Background: an optimization exercise with open tools, aiming at small area, a short achievable clock period and few clock cycles per item. Do not read the settings as production practice. Only simulation tests tie the RTL to the original design; equivalence was not proved. Power and IR drop assume default switching activity.

## flow/design.v

```verilog
module msr_codec (
    input  wire       clk,
    input  wire       rst,
    input  wire       cmd_valid,
    output wire       cmd_ready,
    input  wire [1:0] cmd_op,       
    input  wire [1:0] cmd_track,    
    input  wire [7:0] cmd_len,      
    input  wire       in_valid,
    output wire       in_ready,
    input  wire [7:0] in_data,
    output wire       out_valid,
    input  wire       out_ready,
    output wire [7:0] out_data,
    output wire       rsp_valid,
    input  wire       rsp_ready,
    output wire [3:0] rsp_err,      
    output wire       rsp_flag,     
    output wire [7:0] rsp_index,    
    output wire [7:0] rsp_char,     
    output wire [7:0] lrc
);
    localparam OP_ENCODE = 2'd0;
    localparam OP_DECODE = 2'd1;
    localparam OP_REVERSE = 2'd2;
    localparam OP_LRCCHK = 2'd3;
    reg        busy;          
    reg        cmd_rdy;
    reg [1:0]  op;
    reg        trk1;          
    reg        inv;           
    reg [7:0]  len;
    reg [7:0]  lenm1;
    reg [7:0]  rem;           
    reg        in_rdy;
    reg        a_v;           
    reg [7:0]  a_d;
    reg [7:0]  ka;            
    reg        a_done;        
    reg        bad;
    reg [7:0]  bad_index;
    reg [7:0]  bad_char;
    reg [3:0]  err_q;
    reg        flag_q;
    reg [5:0]  acc;           
    reg [7:0]  lrc_q;
    reg        rsp_v;
    reg        started;       
    reg [7:0]  wp;            
    reg [7:0]  rp;            
    reg [7:0]  kr;            
    reg        ck_done;       
    reg [1:0]  qc;            
    reg        ov;
    reg [7:0]  q0, q1, q2;
    function [5:0] rev6(input [5:0] v);
        rev6 = {v[0], v[1], v[2], v[3], v[4], v[5]};
    endfunction
    function [3:0] rev4(input [3:0] v);
        rev4 = {v[0], v[1], v[2], v[3]};
    endfunction
    function [7:0] rev8(input [7:0] v);
        rev8 = {v[0], v[1], v[2], v[3], v[4], v[5], v[6], v[7]};
    endfunction
    wire cmd_fire = cmd_valid && cmd_rdy;
    wire in_fire  = in_valid && in_rdy;
    wire pop      = ov && out_ready;
    wire rsp_fire = rsp_v && rsp_ready;
    wire cmd_invalid = (cmd_op == OP_ENCODE && (cmd_track == 2'd0 || cmd_len == 8'd255)) ||
                       (cmd_op == OP_DECODE && cmd_track == 2'd0) ||
                       (cmd_op == OP_LRCCHK && (cmd_track == 2'd0 || cmd_len == 8'd0));
    wire enc     = (op == OP_ENCODE) && !inv;
    wire wr_ok   = !started || (wp[7:4] == 4'd0);
    wire a_take  = a_v && (!enc || wr_ok);
    wire a_last  = (ka == lenm1);
    wire wr      = a_take && enc;
    wire [5:0] e_sym  = trk1 ? {~a_d[5], a_d[4:0]} : {2'b00, a_d[3:0]};
    wire       alpha  = trk1 ? (!a_d[7] && (a_d[6] ^ a_d[5])) : (a_d[7:4] == 4'h3);
    wire [5:0] d_sym  = trk1 ? rev6(a_d[6:1]) : {2'b00, rev4(a_d[4:1])};
    wire [7:0] d_char = trk1 ? {1'b0, d_sym[5], ~d_sym[5], d_sym[4:0]} : {4'h3, d_sym[3:0]};
    wire [7:0] a_conv = (op == OP_REVERSE) ? rev8(a_d) : d_char;
    wire a_push = a_take && !inv && (op != OP_ENCODE) && !(op == OP_LRCCHK && a_last);
    reg [5:0] ring [0:255];
    genvar gi;
    generate
        for (gi = 0; gi < 256; gi = gi + 1) begin : g_ring
            if (gi < 16) begin : g_entry
                always @(posedge clk)
                    ring[gi] <= (wr && wp[3:0] == gi) ? a_d[5:0] : ring[(gi + 255) % 256];
            end else begin : g_plain
                always @(posedge clk)
                    ring[gi] <= ring[gi - 1];
            end
        end
    endgenerate
    wire [5:0] tap = ring[{rp[7:4], 4'hF}];
    wire emit    = enc && a_done && !bad;
    wire kr_done = (kr == len);
    wire rd      = emit && !kr_done && (rp[3:0] == 4'hF) && (qc != 2'd3);
    wire ck      = emit && kr_done && !ck_done && (qc != 2'd3);
    wire [7:0] u_tap = trk1 ? {1'b0, tap[0], tap[1], tap[2], tap[3], tap[4], ~tap[5], ^tap[5:0]}
                            : {3'b000, tap[0], tap[1], tap[2], tap[3], ~^tap[3:0]};
    wire [7:0] u_acc = trk1 ? {1'b0, rev6(acc), ~^acc}
                            : {3'b000, rev4(acc[3:0]), ~^acc[3:0]};
    wire       push  = a_push || rd || ck;
    wire [7:0] pdata = (op != OP_ENCODE) ? a_conv : (kr_done ? u_acc : u_tap);
    wire [1:0] qc_n  = qc + {1'b0, push} - {1'b0, pop};
    always @(posedge clk) begin
        if (!pop && qc != 2'd0) q0 <= q0;
        else if (pop && qc[1])  q0 <= q1;
        else                    q0 <= pdata;
        if (!pop && qc[1])            q1 <= q1;
        else if (pop && qc == 2'd3)   q1 <= q2;
        else                          q1 <= pdata;
        if (!pop && qc == 2'd3) q2 <= q2;
        else                    q2 <= pdata;
    end
    wire [7:0] rem_n     = rem - {7'd0, in_fire};
    wire       a_v_n     = in_fire || (a_v && !a_take);
    wire       started_n = started || wr;
    wire [7:0] wp_n      = (started && !wr) ? wp + 8'd1 : wp;
    wire       a_done_n  = a_done || (a_take && a_last);
    wire       bad_n     = bad || (wr && !alpha);
    wire       ck_n      = ck_done || ck;
    wire       fin_n     = a_done_n && (!enc || bad_n || ck_n);
    wire       room_n    = inv ? 1'b1 :
                           enc ? (!a_v_n || !started_n || (wp_n[7:4] == 4'd0)) :
                                 ({1'b0, qc_n} + {2'b00, a_v_n} <= 3'd2);
    always @(posedge clk) begin
        if (rst) begin
            busy      <= 1'b0;
            cmd_rdy   <= 1'b1;
            op        <= 2'd0;
            trk1      <= 1'b0;
            inv       <= 1'b0;
            len       <= 8'd0;
            lenm1     <= 8'd0;
            rem       <= 8'd0;
            in_rdy    <= 1'b0;
            a_v       <= 1'b0;
            ka        <= 8'd0;
            a_done    <= 1'b0;
            bad       <= 1'b0;
            bad_index <= 8'd0;
            bad_char  <= 8'd0;
            err_q     <= 4'd0;
            flag_q    <= 1'b0;
            acc       <= 6'd0;
            lrc_q     <= 8'd0;
            rsp_v     <= 1'b0;
            started   <= 1'b0;
            wp        <= 8'd0;
            rp        <= 8'd0;
            kr        <= 8'd0;
            ck_done   <= 1'b0;
            qc        <= 2'd0;
            ov        <= 1'b0;
        end else if (cmd_fire) begin
            busy      <= 1'b1;
            cmd_rdy   <= 1'b0;
            op        <= cmd_op;
            trk1      <= (cmd_track == 2'd1);
            inv       <= cmd_invalid;
            len       <= cmd_len;
            lenm1     <= cmd_len - 8'd1;
            rem       <= cmd_len;
            in_rdy    <= (cmd_len != 8'd0);
            a_v       <= 1'b0;
            ka        <= 8'd0;
            a_done    <= (cmd_len == 8'd0);
            bad       <= 1'b0;
            bad_index <= 8'd0;
            bad_char  <= 8'd0;
            err_q     <= cmd_invalid ? 4'd8 : 4'd0;
            flag_q    <= 1'b0;
            acc       <= 6'd0;
            rsp_v     <= (cmd_len == 8'd0) && (cmd_op != OP_ENCODE || cmd_invalid);
            started   <= 1'b0;
            wp        <= {4'd0, 4'd0 - cmd_len[3:0]};
            rp        <= 8'd0;
            kr        <= 8'd0;
            ck_done   <= 1'b0;
        end else begin
            rem     <= rem_n;
            a_v     <= a_v_n;
            in_rdy  <= busy && (rem_n != 8'd0) && room_n;
            started <= started_n;
            wp      <= wp_n;
            if (wr && !started)
                rp <= {4'd0, wp[3:0]};
            else if (!rd)
                rp <= rp + 8'd1;
            if (a_take) begin
                ka <= ka + 8'd1;
                if (a_last)
                    a_done <= 1'b1;
                if (!inv) begin
                    case (op)
                        OP_ENCODE: begin
                            acc <= acc ^ e_sym;
                            if (!bad && !alpha) begin
                                bad       <= 1'b1;
                                bad_index <= ka;
                                bad_char  <= a_d;
                                err_q     <= 4'd5;
                            end
                        end
                        OP_LRCCHK: begin
                            if (a_last) begin
                                flag_q <= (acc == d_sym);
                                lrc_q  <= {1'b1, acc == d_sym, acc};
                            end else
                                acc <= acc ^ d_sym;
                        end
                        default: ;
                    endcase
                end
            end
            if (rd)
                kr <= kr + 8'd1;
            if (ck) begin
                ck_done <= 1'b1;
                lrc_q   <= {2'b10, acc};
            end
            if (rsp_fire) begin
                rsp_v   <= 1'b0;
                busy    <= 1'b0;
                cmd_rdy <= 1'b1;
            end else if (busy && !rsp_v && fin_n && qc_n == 2'd0)
                rsp_v <= 1'b1;
        end
        if (!rst) begin
            qc <= qc_n;
            ov <= (qc_n != 2'd0);
        end
    end
    always @(posedge clk) begin
        if (!a_v || a_take)
            a_d <= in_data;
    end
    assign cmd_ready = cmd_rdy;
    assign in_ready  = in_rdy;
    assign out_valid = ov;
    assign out_data  = q0;
    assign rsp_valid = rsp_v;
    assign rsp_err   = err_q;
    assign rsp_flag  = flag_q;
    assign rsp_index = bad_index;
    assign rsp_char  = bad_char;
    assign lrc       = lrc_q;
endmodule
```

## flow/run.sh

```bash
#!/bin/bash
# synth_recipe.tcl (not shown) runs the flow's synth.tcl, then flattens the netlist and writes it again
# the make line also repeats each setting of config.mk as NAME=value (left out here)
make -C /OpenROAD-flow-scripts/flow DESIGN_CONFIG=/design/flow/config.mk WORK_HOME=/design/flow/orfs CLKGATE_MAP_FILE= SYNTH_SCRIPT=/design/flow/synth_recipe.tcl finish
```

## flow/config.mk

```make
export PLATFORM = sky130hd
export DESIGN_NAME = msr_codec
export DESIGN_NICKNAME = msr_codec
export VERILOG_FILES = /design/flow/design.v
export SDC_FILE = /design/flow/constraint.sdc
export NUM_CORES = 4
export LEC_CHECK = 0
export CAP_MARGIN = 20
export CORE_MARGIN = 2
export CORE_UTILIZATION = 40
export PLACE_DENSITY = 0.6
export SLEW_MARGIN = 20
```

## flow/constraint.sdc

```tcl
create_clock -name core_clock -period 10.0 [get_ports {clk}]
set_input_delay 2.0000 -clock core_clock [delete_from_list [all_inputs] [get_ports {clk}]]
set_output_delay 2.0000 -clock core_clock [all_outputs]
set_load 0.01 [all_outputs]
```

==> impl_metrics.toml <==
[outcome]
status = "no timing/DRC/antenna violations"

[cells_and_area]
largest_reg_flops = 1536
antenna_cells = 0
mostFrequentLayoutCells = "dfxtp_1, nand2_1, clkbuf_16"
final_core_util = 0.475
area_growth_pct = 17.7
nets = 2778
top_register = "ring"
final_common_cell = "dfxtp_1"
layout-drive-gt1-share = 0.121

[min_path]
min_from = "ring[37][5]$_DFF_P_"
min_path_cells = 0
hold_class = "flop to flop"

[job]
drv_cap = 0

[setup_path]
cp_data_arrival_time_ns = 5.30
end_kind = "flop"
required_ns = 10.60
critical_path_class = "flop to flop"
critPathLaunch = "op[0]$_SDFFE_PP0P_"
crit_fanout = 20
reg2reg_from = "op[0]$_SDFFE_PP0P_"
critPathLaunchType = "flop"
worstRegToRegCells = 17

[floorplanning]
die_area_mm2 = 0.101
coreArea_mm2 = 0.0981
rows = 115
dieWidth_um = 318
initial_core_util = 0.403
die_h_um = 318
ios = 67

[drt]
vias = 17700
drtPass1Iterations = 5
drt_iter0_drc = 1025
drc = 0
avgRoutedWirePerCell_um = 14.8
ant_nets = 0
via_per_inst = 4.27
wl_mm = 61.4

[clocking]
cts.hold.buffers_added = 0
cts_resized = 0
clock-sinks = 1673
clk_latency_ns = 0.72
cts-root-buf = "clkbuf_16"
cts_buffers = 144
postCtsSetupBuffers = 0
path_clk_slew_ns = 0.06
cts-htree-levels = 4
tritoncts = "yes"
cts.path.max_buffers = 3

[power_and_ir_drop]
internal_power_mw = 10.2
switching_share = 0.197
pwr-share-clk = 0.447
p_leak_nw = 18.2
totalPowerFinal_mw = 12.7
switchingPower_mw = 2.51
ir_worst_vdd_mv = 0.160
share_comb_of_total_power = 0.018
seqPwrFrac = 0.535
powerDensity_mw_per_mm2 = 273

[timing]
tightest_slew_ns = 1.01
hold_viol = 0
relSlewSlack = 0.324
finalMaxSlewViolations = 0
period_needed_ns = 4.71
clock_skew_ns = 0.0263
setup_tns_ns = 0
rsz0062_at_grt = "false"
setup_viol = 0
fmax_ghz = 0.212
finalCritPeriodShare = 0.471

[placement]
place_hpwl_mm = 36.3
port_buffers = 65
gp_congestion = 0.813

[global_routing]
antenna_found_initial = 1
grt_max_degree = 52
grt_pass1_vias = 18000
grt_remaining_overflow = 0
grt.total_usage = 0.122
grt_pass1_wl_mm = 98.1

[synth]
yosys.area_share.xor_xnor = 0.0161
synth_top_area_frac = 0.830
synthSimpleGateAreaFrac = 0.0464
synth_top_family_by_area = "simple AND/OR/NAND/NOR gates"
synthArstFlopShare = 0
synth_cell_types = 76
synth_fa_ha_area_frac = 0.00601
postSynthNetCount = 2631
avgSynthCellArea_um2 = 15.3
synth_compound_area_frac = 0.0341
ys_warn_count = 2
synthMuxAreaShare = 0.0313
synth_top_cell_by_area = "dfxtp_1"
synth_cells = 2586
synth_area_mm2 = 0.0396
synth_ff_type = "dfxtp_1"
synth_seq_cells = 1673
synth_edf_count = 32
synthTopCellsByArea = "dfxtp_1, edfxtp_1, mux2_2, nand2_1, a21oi_1"
yosysSeqAreaShare = 0.855
-- worst max-delay path, stage by stage, from the launching register on --
cell	delay, ns
dfxtp_1	0.33
inv_1	0.09
ha_1	0.59
nor2b_1	0.35
and2_1	0.19
nand3_1	0.13
nor3_2	0.80
nor3_1	0.15
ha_1	0.32
inv_1	0.04
ha_1	0.18
xnor2_1	0.15
xnor2_1	0.28
ha_1	0.28
nor3b_1	0.13
or4_1	0.39
nand4_1	0.11
o32ai_1	0.09
-- power by group through the flow --
stage               combinational [mW]  clock (mW)  sequential, mW
global route                     0.244        6.09            6.82
finish                           0.224        5.70            6.81
global placement                 0.214           0            6.96
detailed placement               0.219           0            6.96
floorplan                        0.132           0            6.95
CTS                              0.221        5.83            6.81
-- cells by family (layout without fill, tap and decap cells) --
group / after synthesis / in the layout
mux: 109 / 109
fa+ha+maj: 19 / 19
xor+xnor: 71 / 71
flops: 1673 / 1673
buf+inv: 102 / 363
simple gates: 393 / 393
compound gates: 218 / 218
other cells: 1 / 1
-- layer usage --
metal | up-vias | global-route usage | wire [um]
met5 | - | 0 | 0
met4 | 0 | 0.0595 | 1930
met3 | 140 | 0.0277 | 2690
met2 | 351 | 0.178 | 26000
met1 | 8386 | 0.171 | 30800
li1 | 8780 | - | -
-- cell type report --
| cell class | count | area, um2 |
|---|---|---|
| clock inverters | 59 | 820 |
| clock buffers | 201 | 4180 |
| inverters | 30 | 113 |
| repair buffers | 73 | 718 |
| multi-input cells | 811 | 5320 |
| flip-flops and latches | 1673 | 33800 |
| well taps | 1287 | 1610 |
| fillers | 8309 | 51600 |
-- cell usage after synthesis, types with 5 or more instances --
cell / count
a211oi_1: 14
a21oi_1: 79
a22o_1: 5
a22oi_1: 7
a31oi_1: 6
and2_1: 5
and3_1: 8
buf_2: 5
buf_4: 9
clkbuf_1: 52
dfxtp_1: 1641
edfxtp_1: 32
ha_1: 19
inv_1: 29
mux2_2: 78
mux2i_1: 26
nand2_1: 164
nand2b_1: 7
nand3_1: 23
nand4_1: 13
nand4b_1: 5
nor2_1: 93
nor2b_1: 9
nor3_1: 14
nor3b_1: 7
nor4_1: 5
o21ai_0: 58
or2_2: 5
or3_1: 15
or4_1: 7
xnor2_1: 44
xor2_1: 26
-- through the flow --
stage | cell area, um2 | std cells | hold slack, ns | setup WS (ns)
final | 46600 | 4134 | 0.304 | 5.29
after global routing | 46600 | 4134 | 0.312 | 4.93
after CTS | 46500 | 4133 | 0.306 | 5.36
after detailed placement | 41500 | 3873 | 0.312 | 5.32
after global placement | 41500 | 3873 | 0.310 | 5.29
after floorplan | 39600 | 2586 | 0.310 | 5.99
-- worst paths after layout --
check | end | slack [ns]
max | in_rdy$_SDFF_PP0_ | 5.29
min | ring[38][5]$_DFF_P_ | 0.30
max reg2reg | in_rdy$_SDFF_PP0_ | 5.29
min reg2reg | ring[38][5]$_DFF_P_ | 0.30
Testbench counts, summed over its fixed seeds: cycles 25,635, ops 192.

## port drivers added, routing unchanged
The results above use ideal ports. As a check the final layout listed here was re-extracted and re-timed, cells and wires unchanged.
Step 1 (the two cells are an assumption about what drives the block):
set clk [get_ports {clk}]
set_driving_cell -lib_cell sky130_fd_sc_hd__clkbuf_16 $clk
set_driving_cell -lib_cell sky130_fd_sc_hd__buf_2 [delete_from_list [all_inputs] $clk]
Step 2 also shifts input and output timing later by t, the mid clock arrival at the registers, as if the neighbouring blocks saw the same clock.
Three values: ideal ports, drivers, drivers and shift; two values: the first two.
t (ns): 0.778
setup WS [ns]: 5.292 / 5.292 / 5.272
worst setup path at the end: input to register
After both steps setup and hold are still met in this run. The setup slack of this run moves by 0.000 ns with the drivers and by -0.020 ns with both steps.
